Context: an optimization exercise on an open-source flow, tuned for small area, a short achievable clock period and few clock cycles per item. The choices shown serve that exercise and are no tape-out recipe. Where RTL was checked, it was by simulation tests only, not by an equivalence proof against the original.

==> inputs of build 28 <==
==> flow/design.v <==
module sfd_rx (
    input  wire        clk,
    input  wire        rst,
    input  wire        rx_valid,
    input  wire        rx_eof,
    input  wire [7:0]  rx_byte,
    output wire        rx_ready,
    output wire        dout_valid,
    output wire [7:0]  dout_byte,
    input  wire        dout_ready,
    output wire        ctl_valid,
    output wire [15:0] ctl_seq,
    output wire [7:0]  ctl_op,
    output wire [7:0]  ctl_dest,
    output wire [7:0]  ctl_byte,
    output wire        ctl_last,
    input  wire        ctl_ready,
    output wire        tx_valid,
    output wire [7:0]  tx_byte,
    input  wire        tx_ready,
    output wire        anom_opc,
    output wire        anom_eof,
    output wire        irq
);
    localparam [7:0] MARKER       = 8'h1B;
    localparam [7:0] LIT_SENTINEL = 8'h1C;
    localparam [7:0] OP_DATA      = 8'h44;
    localparam [7:0] OP_ACK       = 8'h41;
    localparam [3:0] ST_P0 = 4'd3;
    localparam [3:0] ST_P5 = 4'd8;
    localparam [3:0] ST_P6 = 4'd9;
    localparam [3:0] ST_RD = 4'd10;
    localparam [1:0] DS_NORMAL = 2'd0;
    localparam [1:0] DS_SAW1   = 2'd1;
    localparam [1:0] DS_SAW2   = 2'd2;
    function in_catalog(input [7:0] op);
        case (op)
            8'h01, 8'h02, 8'h10, 8'h11, 8'h12, 8'h13, 8'h14, 8'h15,
            8'h16, 8'h17, 8'h18, 8'h20, 8'h21, 8'h22, 8'h23,
            OP_ACK, OP_DATA: in_catalog = 1'b1;
            default:         in_catalog = 1'b0;
        endcase
    endfunction
    reg         rdy;             
    reg         sv;              
    reg  [7:0]  sb;
    reg         sb_mk;           
    reg         sb_s;            
    reg         sb_z;            
    reg         sb_1;            
    reg         ok_r;            
    reg         rx_live;
    reg         opc_flag;
    reg         eof_flag;
    reg         irq_r;
    reg  [3:0]  st;
    reg         in_rd;           
    reg         in_rp;           
    reg         p_last;          
    reg         p_pre;           
    reg  [15:0] hdr_seq;
    reg  [7:0]  hdr_op;
    reg  [7:0]  hdr_dest;
    reg  [15:0] hdr_len;
    reg  [15:0] rem;
    reg         hi_z;            
    reg         op_bad;          
    reg         last;            
    reg         is_data;
    reg  [1:0]  ds;
    reg  [7:0]  d0, d1, d2;      
    reg  [1:0]  dcnt;
    reg         dv;
    reg  [8:0]  c0, c1;          
    reg  [1:0]  ccnt;
    reg         cv;
    reg         tx_busy;
    reg  [3:0]  tx_idx;
    reg  [7:0]  txb;
    reg  [15:0] tx_seq;
    reg         tx_inc;          
    reg  [15:0] ack_seq;
    reg  [15:0] ack_len;
    wire rd_data = in_rd && is_data;
    wire rd_ctrl = in_rd && !is_data;
    wire proc = sv && ok_r;                
    wire [7:0] b = sb;
    wire fire     = rx_valid && rdy;
    wire fire_eof = fire && rx_eof;
    wire fire_b   = fire && !rx_eof;
    wire port_p6  = sv ? p_pre : p_last;
    reg  [1:0] dpush;
    reg  [7:0] dw0, dw1;
    always @(*) begin
        dpush = 2'd0;
        dw0   = MARKER;
        dw1   = MARKER;
        if (proc) begin
            if (p_last)
                dpush = ds;
            else if (rd_data) begin
                case (ds)
                    DS_NORMAL: if (!sb_mk) begin dpush = 2'd1; dw0 = b; end
                    DS_SAW1:   if (!sb_mk) begin dpush = 2'd2; dw1 = b; end
                    default:   if (sb_s) dpush = 2'd2;
                endcase
            end
        end
    end
    wire cpush     = proc && rd_ctrl;
    wire ack_start = proc && rd_data && last;
    wire [15:0] plen = {hdr_len[15:8], b};
    wire plen_z = hi_z && sb_z;
    wire plen_1 = hi_z && sb_1;
    reg [3:0] st_n;
    reg [1:0] ds_n;
    reg       is_data_n;
    reg       last_n;
    always @(*) begin
        st_n      = st;
        ds_n      = ds;
        is_data_n = is_data;
        last_n    = last;
        if (proc) begin
            if (in_rd) begin
                if (is_data) begin
                    case (ds)
                        DS_NORMAL: ds_n = sb_mk ? DS_SAW1 : DS_NORMAL;
                        DS_SAW1:   ds_n = sb_mk ? DS_SAW2 : DS_NORMAL;
                        default:   ds_n = DS_NORMAL;
                    endcase
                end
                if (last) st_n = 4'd0;
                last_n = (rem == 16'd2);
            end else if (p_last) begin
                ds_n   = DS_NORMAL;
                st_n   = plen_z ? 4'd0 : ST_RD;
                last_n = plen_1;
            end else if (in_rp) begin
                st_n = st + 4'd1;
                if (st == 4'd6) is_data_n = (b == OP_DATA);
            end else begin
                st_n = sb_mk ? st + 4'd1 : 4'd0;
            end
        end
    end
    wire dpop   = dv && dout_ready;
    wire cpop   = cv && ctl_ready;
    wire tx_fin = tx_busy && tx_ready && (tx_idx == 4'd14);
    wire [1:0] dcnt_p = dcnt + dpush;             
    wire [1:0] ccnt_p = ccnt + {1'b0, cpush};
    wire       busy_p = tx_busy || ack_start;     
    wire rd_n     = proc ? ((p_last && !plen_z) || (in_rd && !last)) : in_rd;
    wire rp_n     = proc ? ((st == 4'd2 && sb_mk) || (in_rp && !p_last)) : in_rp;
    wire p_last_n = proc ? p_pre : p_last;
    wire p_pre_n  = proc ? (st == 4'd7) : p_pre;
    wire [1:0] dcnt_q = dcnt_p - 2'd1;
    wire dq_ok_0 = !dcnt_p[1] || (dcnt_p == 2'd2 && ds_n == DS_NORMAL);
    wire dq_ok_1 = !dcnt_q[1] || (dcnt_q == 2'd2 && ds_n == DS_NORMAL);
    wire cq_ok_0 = (ccnt_p == 2'd0) || (ccnt_p == 2'd1 && !rp_n);
    wire cq_ok_1 = (ccnt_p == 2'd1) || (ccnt_p == 2'd2 && !rp_n);
    wire aq_ok_0 = !(is_data_n && last_n && busy_p);
    wire aq_ok_1 = !(is_data_n && last_n && ack_start);
    wire ok_n = (dpop ? dq_ok_1 : dq_ok_0)
              && (cpop ? cq_ok_1 : cq_ok_0)
              && (tx_fin ? aq_ok_1 : aq_ok_0);
    wire sv_n = fire_b || (sv && !proc);
    always @(posedge clk) begin
        if (rst) begin
            rdy      <= 1'b1;
            sv       <= 1'b0;
            ok_r     <= 1'b1;
            rx_live  <= 1'b1;
            opc_flag <= 1'b0;
            eof_flag <= 1'b0;
            irq_r    <= 1'b0;
        end else begin
            rdy  <= rx_live && !fire_eof && (!sv_n || ok_n);
            sv   <= sv_n;
            ok_r <= ok_n;
            if (fire_eof) begin
                rx_live  <= 1'b0;
                eof_flag <= 1'b1;
                irq_r    <= 1'b1;
            end
            if (fire_b && port_p6 && op_bad) begin
                opc_flag <= 1'b1;
                irq_r    <= 1'b1;
            end
        end
    end
    always @(posedge clk) begin
        if (fire_b) begin
            sb    <= rx_byte;
            sb_mk <= (rx_byte == MARKER);
            sb_s  <= (rx_byte == LIT_SENTINEL);
            sb_z  <= (rx_byte == 8'h00);
            sb_1  <= (rx_byte == 8'h01);
        end
    end
    always @(posedge clk) begin
        if (rst) begin
            st     <= 4'd0;
            in_rd  <= 1'b0;
            in_rp  <= 1'b0;
            p_last <= 1'b0;
            p_pre  <= 1'b0;
            ds     <= DS_NORMAL;
        end else begin
            st     <= st_n;
            in_rd  <= rd_n;
            in_rp  <= rp_n;
            p_last <= p_last_n;
            p_pre  <= p_pre_n;
            ds     <= ds_n;
        end
    end
    always @(posedge clk) begin
        is_data <= is_data_n;
        last    <= last_n;
        if (proc) begin
            case (st)
                4'd4: hdr_seq[15:8] <= b;
                4'd5: hdr_seq[7:0]  <= b;
                4'd6: begin hdr_op <= b; op_bad <= !in_catalog(b); end
                4'd7: hdr_dest      <= b;
                4'd8: begin hdr_len[15:8] <= b; hi_z <= sb_z; end
                4'd9: begin hdr_len[7:0] <= b; rem <= plen; end
                ST_RD: rem <= rem - 16'd1;
                default: ;
            endcase
        end
    end
    wire [7:0] d0_p = (dpush != 2'd0 && dcnt == 2'd0) ? dw0 : d0;
    wire [7:0] d1_p = (dpush != 2'd0 && dcnt == 2'd1) ? dw0 :
                      (dpush == 2'd2 && dcnt == 2'd0) ? dw1 : d1;
    wire [7:0] d2_p = (dpush != 2'd0 && dcnt == 2'd2) ? dw0 :
                      (dpush == 2'd2 && dcnt == 2'd1) ? dw1 : d2;
    always @(posedge clk) begin
        if (rst) begin
            dcnt <= 2'd0;
            dv   <= 1'b0;
        end else begin
            dcnt <= dcnt_p - {1'b0, dpop};
            dv   <= dpop ? dcnt_p[1] : (dcnt_p != 2'd0);
        end
    end
    always @(posedge clk) begin
        d0 <= dpop ? d1_p : d0_p;
        d1 <= dpop ? d2_p : d1_p;
        d2 <= d2_p;
    end
    assign rx_ready   = rdy;
    assign dout_valid = dv;
    assign dout_byte  = d0;
    wire [8:0] cw   = {b, last};
    wire [8:0] c0_p = (cpush && ccnt == 2'd0) ? cw : c0;
    wire [8:0] c1_p = (cpush && ccnt == 2'd1) ? cw : c1;
    always @(posedge clk) begin
        if (rst) begin
            ccnt <= 2'd0;
            cv   <= 1'b0;
        end else begin
            ccnt <= ccnt_p - {1'b0, cpop};
            cv   <= cpop ? ccnt_p[1] : (ccnt_p != 2'd0);
        end
    end
    always @(posedge clk) begin
        c0 <= cpop ? c1_p : c0_p;
        c1 <= c1_p;
    end
    assign ctl_valid = cv;
    assign ctl_seq   = hdr_seq;
    assign ctl_op    = hdr_op;
    assign ctl_dest  = hdr_dest;
    assign ctl_byte  = c0[8:1];
    assign ctl_last  = c0[0];
    always @(posedge clk) begin
        if (ack_start) begin
            ack_seq <= hdr_seq;
            ack_len <= hdr_len;
        end
    end
    reg  [7:0] tx_nxt;
    always @(*) begin
        case (tx_idx)
            4'd1, 4'd2: tx_nxt = MARKER;
            4'd4:  tx_nxt = tx_seq[15:8];
            4'd5:  tx_nxt = tx_seq[7:0];
            4'd6:  tx_nxt = OP_ACK;
            4'd9:  tx_nxt = 8'h04;
            4'd10: tx_nxt = ack_seq[15:8];
            4'd11: tx_nxt = ack_seq[7:0];
            4'd12: tx_nxt = ack_len[15:8];
            4'd13: tx_nxt = ack_len[7:0];
            default: tx_nxt = 8'h00;
        endcase
    end
    always @(posedge clk) begin
        if (rst) begin
            tx_busy <= 1'b0;
            tx_inc  <= 1'b0;
            tx_seq  <= 16'h0000;
        end else begin
            tx_inc <= tx_fin;
            if (tx_inc)
                tx_seq <= (tx_seq == 16'hFFFE) ? 16'h0000 : tx_seq + 16'd1;
            if (ack_start)
                tx_busy <= 1'b1;
            else if (tx_fin)
                tx_busy <= 1'b0;
        end
    end
    always @(posedge clk) begin
        if (ack_start) begin
            tx_idx <= 4'd1;
            txb    <= MARKER;
        end else if (tx_busy && tx_ready) begin
            tx_idx <= tx_idx + 4'd1;
            txb    <= tx_nxt;
        end
    end
    assign tx_valid = tx_busy;
    assign tx_byte  = txb;
    assign anom_opc = opc_flag;
    assign anom_eof = eof_flag;
    assign irq      = irq_r;
endmodule
==> flow/run.sh <==
#!/bin/bash
# synth_recipe.tcl (not shown) runs the flow's synth.tcl, then flattens the netlist and writes it again
# the make line also repeats each setting of config.mk as NAME=value (left out here)
make -C /OpenROAD-flow-scripts/flow DESIGN_CONFIG=/design/flow/config.mk WORK_HOME=/design/flow/orfs CLKGATE_MAP_FILE= SYNTH_SCRIPT=/design/flow/synth_recipe.tcl finish
==> flow/config.mk <==
export PLATFORM = sky130hd
export DESIGN_NAME = sfd_rx
export DESIGN_NICKNAME = sfd_rx
export VERILOG_FILES = /design/flow/design.v
export SDC_FILE = /design/flow/constraint.sdc
export NUM_CORES = 4
export LEC_CHECK = 0
export CAP_MARGIN = 20
export CORE_MARGIN = 2
export CORE_UTILIZATION = 40
export PLACE_DENSITY = 0.6
export SETUP_SLACK_MARGIN = 3.5
export SLEW_MARGIN = 20
==> flow/constraint.sdc <==
create_clock -name core_clock -period 6.0 [get_ports {clk}]
set_input_delay 1.2000 -clock core_clock [delete_from_list [all_inputs] [get_ports {clk}]]
set_output_delay 1.2000 -clock core_clock [all_outputs]
set_load 0.01 [all_outputs]
==> inputs of trial 46, as changes to build 28 <==
--- a/flow/design.v
+++ b/flow/design.v
@@ -28,5 +28,2 @@
     localparam [7:0] OP_ACK       = 8'h41;
-    localparam [3:0] ST_P0 = 4'd3;
-    localparam [3:0] ST_P5 = 4'd8;
-    localparam [3:0] ST_P6 = 4'd9;
     localparam [3:0] ST_RD = 4'd10;
@@ -44,2 +41,3 @@
     reg         rdy;             
+    reg         ok_r;            
     reg         sv;              
@@ -50,3 +48,2 @@
     reg         sb_1;            
-    reg         ok_r;            
     reg         rx_live;
@@ -64,16 +61,15 @@
     reg  [15:0] hdr_len;
-    reg  [15:0] rem;
     reg         hi_z;            
     reg         op_bad;          
+    reg         is_data;         
+    reg  [15:0] rem;             
+    reg         lo_z;            
     reg         last;            
-    reg         is_data;
     reg  [1:0]  ds;
     reg  [7:0]  d0, d1, d2;      
-    reg  [1:0]  dcnt;
-    reg         dv;
+    reg         dq1, dq2, dq3;   
     reg  [8:0]  c0, c1;          
-    reg  [1:0]  ccnt;
-    reg         cv;
+    reg         cq1, cq2;        
     reg         tx_busy;
-    reg  [3:0]  tx_idx;
+    reg  [3:0]  tx_idx;          
     reg  [7:0]  txb;
@@ -91,23 +87,13 @@
     wire port_p6  = sv ? p_pre : p_last;
-    reg  [1:0] dpush;
-    reg  [7:0] dw0, dw1;
-    always @(*) begin
-        dpush = 2'd0;
-        dw0   = MARKER;
-        dw1   = MARKER;
-        if (proc) begin
-            if (p_last)
-                dpush = ds;
-            else if (rd_data) begin
-                case (ds)
-                    DS_NORMAL: if (!sb_mk) begin dpush = 2'd1; dw0 = b; end
-                    DS_SAW1:   if (!sb_mk) begin dpush = 2'd2; dw1 = b; end
-                    default:   if (sb_s) dpush = 2'd2;
-                endcase
-            end
-        end
-    end
+    wire ds_n0 = (ds == DS_NORMAL);
+    wire ds_s1 = (ds == DS_SAW1);
+    wire ds_s2 = (ds == DS_SAW2);
+    wire e1 = proc && ((rd_data && ds_n0 && !sb_mk) || (p_last && ds_s1));
+    wire e2 = proc && ((rd_data && ds_s1 && !sb_mk) || (rd_data && ds_s2 && sb_s) ||
+                       (p_last && ds_s2));
+    wire ek = e1 || e2;
+    wire [7:0] dw0 = (rd_data && ds_n0) ? b : MARKER;
+    wire [7:0] dw1 = (rd_data && ds_s1) ? b : MARKER;
     wire cpush     = proc && rd_ctrl;
     wire ack_start = proc && rd_data && last;
-    wire [15:0] plen = {hdr_len[15:8], b};
     wire plen_z = hi_z && sb_z;
@@ -146,8 +132,2 @@
     end
-    wire dpop   = dv && dout_ready;
-    wire cpop   = cv && ctl_ready;
-    wire tx_fin = tx_busy && tx_ready && (tx_idx == 4'd14);
-    wire [1:0] dcnt_p = dcnt + dpush;             
-    wire [1:0] ccnt_p = ccnt + {1'b0, cpush};
-    wire       busy_p = tx_busy || ack_start;     
     wire rd_n     = proc ? ((p_last && !plen_z) || (in_rd && !last)) : in_rd;
@@ -156,12 +136,19 @@
     wire p_pre_n  = proc ? (st == 4'd7) : p_pre;
-    wire [1:0] dcnt_q = dcnt_p - 2'd1;
-    wire dq_ok_0 = !dcnt_p[1] || (dcnt_p == 2'd2 && ds_n == DS_NORMAL);
-    wire dq_ok_1 = !dcnt_q[1] || (dcnt_q == 2'd2 && ds_n == DS_NORMAL);
-    wire cq_ok_0 = (ccnt_p == 2'd0) || (ccnt_p == 2'd1 && !rp_n);
-    wire cq_ok_1 = (ccnt_p == 2'd1) || (ccnt_p == 2'd2 && !rp_n);
-    wire aq_ok_0 = !(is_data_n && last_n && busy_p);
-    wire aq_ok_1 = !(is_data_n && last_n && ack_start);
-    wire ok_n = (dpop ? dq_ok_1 : dq_ok_0)
-              && (cpop ? cq_ok_1 : cq_ok_0)
-              && (tx_fin ? aq_ok_1 : aq_ok_0);
+    wire dpop   = dq1 && dout_ready;
+    wire cpop   = cq1 && ctl_ready;
+    wire tx_fin = tx_busy && tx_ready && (tx_idx == 4'd14);
+    wire dp1 = dq1 || ek;
+    wire dp2 = dq2 || (ek && dq1) || e2;
+    wire dp3 = dq3 || (ek && dq2) || (e2 && dq1);
+    wire dn1 = dpop ? dp2 : dp1;
+    wire dn2 = dpop ? dp3 : dp2;
+    wire dn3 = dpop ? 1'b0 : dp3;
+    wire cp1 = cq1 || cpush;
+    wire cp2 = cq2 || (cpush && cq1);
+    wire cn1 = cpop ? cp2 : cp1;
+    wire cn2 = cpop ? 1'b0 : cp2;
+    wire busy_n = ack_start || (tx_busy && !tx_fin);
+    wire ok_n = (!dn2 || (!dn3 && ds_n == DS_NORMAL))
+             && (!cn1 || (!cn2 && !rp_n))
+             && !(is_data_n && last_n && busy_n);
     wire sv_n = fire_b || (sv && !proc);
@@ -225,6 +212,14 @@
                 4'd6: begin hdr_op <= b; op_bad <= !in_catalog(b); end
-                4'd7: hdr_dest      <= b;
+                4'd7: hdr_dest <= b;
                 4'd8: begin hdr_len[15:8] <= b; hi_z <= sb_z; end
-                4'd9: begin hdr_len[7:0] <= b; rem <= plen; end
-                ST_RD: rem <= rem - 16'd1;
+                4'd9: begin
+                    hdr_len[7:0] <= b;
+                    rem  <= {hdr_len[15:8], b};
+                    lo_z <= sb_z;
+                end
+                ST_RD: begin
+                    rem[7:0] <= rem[7:0] - 8'd1;
+                    if (lo_z) rem[15:8] <= rem[15:8] - 8'd1;
+                    lo_z <= (rem[7:0] == 8'd1);
+                end
                 default: ;
@@ -233,14 +228,17 @@
     end
-    wire [7:0] d0_p = (dpush != 2'd0 && dcnt == 2'd0) ? dw0 : d0;
-    wire [7:0] d1_p = (dpush != 2'd0 && dcnt == 2'd1) ? dw0 :
-                      (dpush == 2'd2 && dcnt == 2'd0) ? dw1 : d1;
-    wire [7:0] d2_p = (dpush != 2'd0 && dcnt == 2'd2) ? dw0 :
-                      (dpush == 2'd2 && dcnt == 2'd1) ? dw1 : d2;
+    wire at0 = !dq1;
+    wire at1 = dq1 && !dq2;
+    wire at2 = dq2 && !dq3;
+    wire [7:0] d0_p = (ek && at0) ? dw0 : d0;
+    wire [7:0] d1_p = (ek && at1) ? dw0 : (e2 && at0) ? dw1 : d1;
+    wire [7:0] d2_p = (ek && at2) ? dw0 : (e2 && at1) ? dw1 : d2;
     always @(posedge clk) begin
         if (rst) begin
-            dcnt <= 2'd0;
-            dv   <= 1'b0;
+            dq1 <= 1'b0;
+            dq2 <= 1'b0;
+            dq3 <= 1'b0;
         end else begin
-            dcnt <= dcnt_p - {1'b0, dpop};
-            dv   <= dpop ? dcnt_p[1] : (dcnt_p != 2'd0);
+            dq1 <= dn1;
+            dq2 <= dn2;
+            dq3 <= dn3;
         end
@@ -253,14 +251,14 @@
     assign rx_ready   = rdy;
-    assign dout_valid = dv;
+    assign dout_valid = dq1;
     assign dout_byte  = d0;
     wire [8:0] cw   = {b, last};
-    wire [8:0] c0_p = (cpush && ccnt == 2'd0) ? cw : c0;
-    wire [8:0] c1_p = (cpush && ccnt == 2'd1) ? cw : c1;
+    wire [8:0] c0_p = (cpush && !cq1) ? cw : c0;
+    wire [8:0] c1_p = (cpush && cq1)  ? cw : c1;
     always @(posedge clk) begin
         if (rst) begin
-            ccnt <= 2'd0;
-            cv   <= 1'b0;
+            cq1 <= 1'b0;
+            cq2 <= 1'b0;
         end else begin
-            ccnt <= ccnt_p - {1'b0, cpop};
-            cv   <= cpop ? ccnt_p[1] : (ccnt_p != 2'd0);
+            cq1 <= cn1;
+            cq2 <= cn2;
         end
@@ -271,3 +269,3 @@
     end
-    assign ctl_valid = cv;
+    assign ctl_valid = cq1;
     assign ctl_seq   = hdr_seq;
@@ -283,3 +281,3 @@
     end
-    reg  [7:0] tx_nxt;
+    reg [7:0] tx_nxt;
     always @(*) begin
@@ -307,6 +305,3 @@
                 tx_seq <= (tx_seq == 16'hFFFE) ? 16'h0000 : tx_seq + 16'd1;
-            if (ack_start)
-                tx_busy <= 1'b1;
-            else if (tx_fin)
-                tx_busy <= 1'b0;
+            tx_busy <= busy_n;
         end
==> flow/flow/run.sh (new file) <==
#!/bin/bash
set -euo pipefail
bash standard.sh \
  'CTS_ARGS=-sink_clustering_size 30 -sink_clustering_max_diameter 80 -repair_clock_nets' \
  'BUFFER_PORTS_ARGS=-buffer_cell sky130_fd_sc_hd__buf_2' \
  finish > standard.log 2>&1
==> flow/standard.sh (new file) <==
#!/bin/bash
# synth_recipe.tcl (not shown) runs the flow's synth.tcl, then flattens the netlist and writes it again
# the make line also repeats each setting of config.mk as NAME=value (left out here)
make -C /OpenROAD-flow-scripts/flow DESIGN_CONFIG=/design/flow/config.mk WORK_HOME=/design/flow/orfs CLKGATE_MAP_FILE= SYNTH_SCRIPT=/design/flow/synth_recipe.tcl "${@:-finish}"
- CORE_UTILIZATION: 40 -> 60
- CTS_CLUSTER_DIAMETER: unset -> 80
- CTS_CLUSTER_SIZE: unset -> 30
- PLACE_DENSITY: 0.6 -> 0.75
- SETUP_SLACK_MARGIN: 3.5 -> 3.8
removed: flow/run.sh
==> inputs of trial 55, as changes to build 28 <==
--- a/flow/design.v
+++ b/flow/design.v
@@ -48,4 +48,2 @@
     reg         sb_s;            
-    reg         sb_z;            
-    reg         sb_1;            
     reg         ok_r;            
@@ -65,4 +63,2 @@
     reg  [15:0] rem;
-    reg         hi_z;            
-    reg         op_bad;          
     reg         last;            
@@ -80,3 +76,2 @@
     reg  [15:0] tx_seq;
-    reg         tx_inc;          
     reg  [15:0] ack_seq;
@@ -112,4 +107,2 @@
     wire [15:0] plen = {hdr_len[15:8], b};
-    wire plen_z = hi_z && sb_z;
-    wire plen_1 = hi_z && sb_1;
     reg [3:0] st_n;
@@ -136,4 +129,4 @@
                 ds_n   = DS_NORMAL;
-                st_n   = plen_z ? 4'd0 : ST_RD;
-                last_n = plen_1;
+                st_n   = (plen == 16'h0000) ? 4'd0 : ST_RD;
+                last_n = (plen == 16'h0001);
             end else if (in_rp) begin
@@ -148,3 +141,3 @@
     wire cpop   = cv && ctl_ready;
-    wire tx_fin = tx_busy && tx_ready && (tx_idx == 4'd14);
+    wire tx_fin = tx_busy && tx_ready && (tx_idx == 4'd13);
     wire [1:0] dcnt_p = dcnt + dpush;             
@@ -152,6 +145,5 @@
     wire       busy_p = tx_busy || ack_start;     
-    wire rd_n     = proc ? ((p_last && !plen_z) || (in_rd && !last)) : in_rd;
-    wire rp_n     = proc ? ((st == 4'd2 && sb_mk) || (in_rp && !p_last)) : in_rp;
-    wire p_last_n = proc ? p_pre : p_last;
-    wire p_pre_n  = proc ? (st == 4'd7) : p_pre;
+    wire rd_n      = (st_n == ST_RD);
+    wire rp_n      = (st_n >= ST_P0) && (st_n <= ST_P6);
+    wire p_last_n  = (st_n == ST_P6);
     wire [1:0] dcnt_q = dcnt_p - 2'd1;
@@ -185,3 +177,3 @@
             end
-            if (fire_b && port_p6 && op_bad) begin
+            if (fire_b && port_p6 && !in_catalog(hdr_op)) begin
                 opc_flag <= 1'b1;
@@ -196,4 +188,2 @@
             sb_s  <= (rx_byte == LIT_SENTINEL);
-            sb_z  <= (rx_byte == 8'h00);
-            sb_1  <= (rx_byte == 8'h01);
         end
@@ -213,3 +203,3 @@
             p_last <= p_last_n;
-            p_pre  <= p_pre_n;
+            p_pre  <= (st_n == ST_P5);
             ds     <= ds_n;
@@ -224,5 +214,5 @@
                 4'd5: hdr_seq[7:0]  <= b;
-                4'd6: begin hdr_op <= b; op_bad <= !in_catalog(b); end
+                4'd6: hdr_op        <= b;
                 4'd7: hdr_dest      <= b;
-                4'd8: begin hdr_len[15:8] <= b; hi_z <= sb_z; end
+                4'd8: hdr_len[15:8] <= b;
                 4'd9: begin hdr_len[7:0] <= b; rem <= plen; end
@@ -283,5 +273,6 @@
     end
+    wire [3:0] idx_inc = tx_idx + 4'd1;
     reg  [7:0] tx_nxt;
     always @(*) begin
-        case (tx_idx)
+        case (idx_inc)
             4'd1, 4'd2: tx_nxt = MARKER;
@@ -301,12 +292,8 @@
             tx_busy <= 1'b0;
-            tx_inc  <= 1'b0;
             tx_seq  <= 16'h0000;
-        end else begin
-            tx_inc <= tx_fin;
-            if (tx_inc)
-                tx_seq <= (tx_seq == 16'hFFFE) ? 16'h0000 : tx_seq + 16'd1;
-            if (ack_start)
-                tx_busy <= 1'b1;
-            else if (tx_fin)
-                tx_busy <= 1'b0;
+        end else if (ack_start) begin
+            tx_busy <= 1'b1;
+        end else if (tx_fin) begin
+            tx_busy <= 1'b0;
+            tx_seq  <= (tx_seq == 16'hFFFE) ? 16'h0000 : tx_seq + 16'd1;
         end
@@ -315,6 +302,6 @@
         if (ack_start) begin
-            tx_idx <= 4'd1;
+            tx_idx <= 4'd0;
             txb    <= MARKER;
         end else if (tx_busy && tx_ready) begin
-            tx_idx <= tx_idx + 4'd1;
+            tx_idx <= idx_inc;
             txb    <= tx_nxt;
- ABC_AREA: unset -> 1
- SETUP_SLACK_MARGIN: 3.5 -> 4.0
==> metrics.cfg <==
[outcome]
status = no timing/DRC/antenna violations

[routing]
via_count = 6173
wire_per_inst_um = 19.6

[placement]
dp_slack_ns = 3.32
dpl.hpwl_mm = 13.6

[setup_path]
crit_arrival_ns = 1.04
path_buf_inv = 1

[logic_synthesis]
yosys-top-cells-area = edfxtp_1 44%, dfxtp_1 18%, nor2_1 2.9%
synth_top_family_by_area = compound AO/OA/AOI/OAI gates
synth-compound-area-share_pct = 13.6

[final_layout]
area_growth_pct = 14.3
final_area_um2 = 10000
multi_input_area_um2 = 3110

[sta]
relSlewSlack_pct = 45.4
fin_ws_ns = 3.76

[power_and_ir_drop]
p_comb_share_pct = 1.7
power_density_nw_per_um2 = 273

(the above is from trial 46)
==> metrics.cfg <==
[outcome]
status = no timing/DRC/antenna violations

[power_and_ir_drop]
power_density_nw_per_um2 = 248
p_comb_share_pct = 2.3

[setup_path]
crit_arrival_ns = 2.75
path_buf_inv = 2

[routing]
wire_per_inst_um = 15.1
via_count = 6856

[logic_synthesis]
synth_top_family_by_area = simple AND/OR/NAND/NOR gates
yosys-top-cells-area = edfxtp_1 42%, dfxtp_1 18%, nand2_1 9.6%
synth-compound-area-share_pct = 10.5

[final_layout]
multi_input_area_um2 = 3510
final_area_um2 = 11400

[sta]
fin_ws_ns = 3.69
relSlewSlack_pct = 47.8

[placement]
dp_slack_ns = 2.84

(the above is from trial 55)
==> metrics.cfg <==
[placement]
dp_slack_ns = 2.65
dpl.hpwl_mm = 13.7

[logic_synthesis]
synth-compound-area-share_pct = 12.1
synth_top_family_by_area = simple AND/OR/NAND/NOR gates
yosys-top-cells-area = edfxtp_1 43%, dfxtp_1 18%, ha_1 2.7%

[final_layout]
final_area_um2 = 10800
multi_input_area_um2 = 3280

[routing]
wire_per_inst_um = 18.0
via_count = 6058

[setup_path]
crit_arrival_ns = 3.05

[power_and_ir_drop]
power_density_nw_per_um2 = 280
p_comb_share_pct = 2.7

[sta]
fin_ws_ns = 3.34

[outcome]
status = no timing/DRC/antenna violations

(the above is from build 28)
Testbench counts of trial 46, summed over its fixed seeds: cycles 35,278, bytes 35,116.
Testbench counts of trial 55, summed over its fixed seeds: cycles 35,278, bytes 35,116.
No functional check of the RTL was part of build 28.

-- separate check: timing with driven ports --
In the flow no input, the clock included, has a driving cell. The finished layouts below were timed again as built, in two steps. Step 1, drivers: a clkbuf_16 drives clk and a buf_2 each remaining input, both assumed. Step 2 times the ports against the registers' clock, not the clock port: input delays grow and output delays shrink by t, the midpoint of the rising clock arrivals with the driver on. Three values: ideal, step 1, step 2; two values: the first two.
run | t (ns) | setup slack, ns | pins driven straight from the clock port
build 28 | 0.544 | 3.345 / 3.345 / 3.070 | 1
trial 46 | 0.476 | 3.760 / 3.717 / 3.528 | 1
trial 55 | 0.535 | 3.690 / 3.652 / 3.298 | 1
After both steps every run listed still meets setup and hold. For trial 55, which loses most, drivers alone change the setup slack by -0.038 ns; drivers and shift together by -0.392 ns.
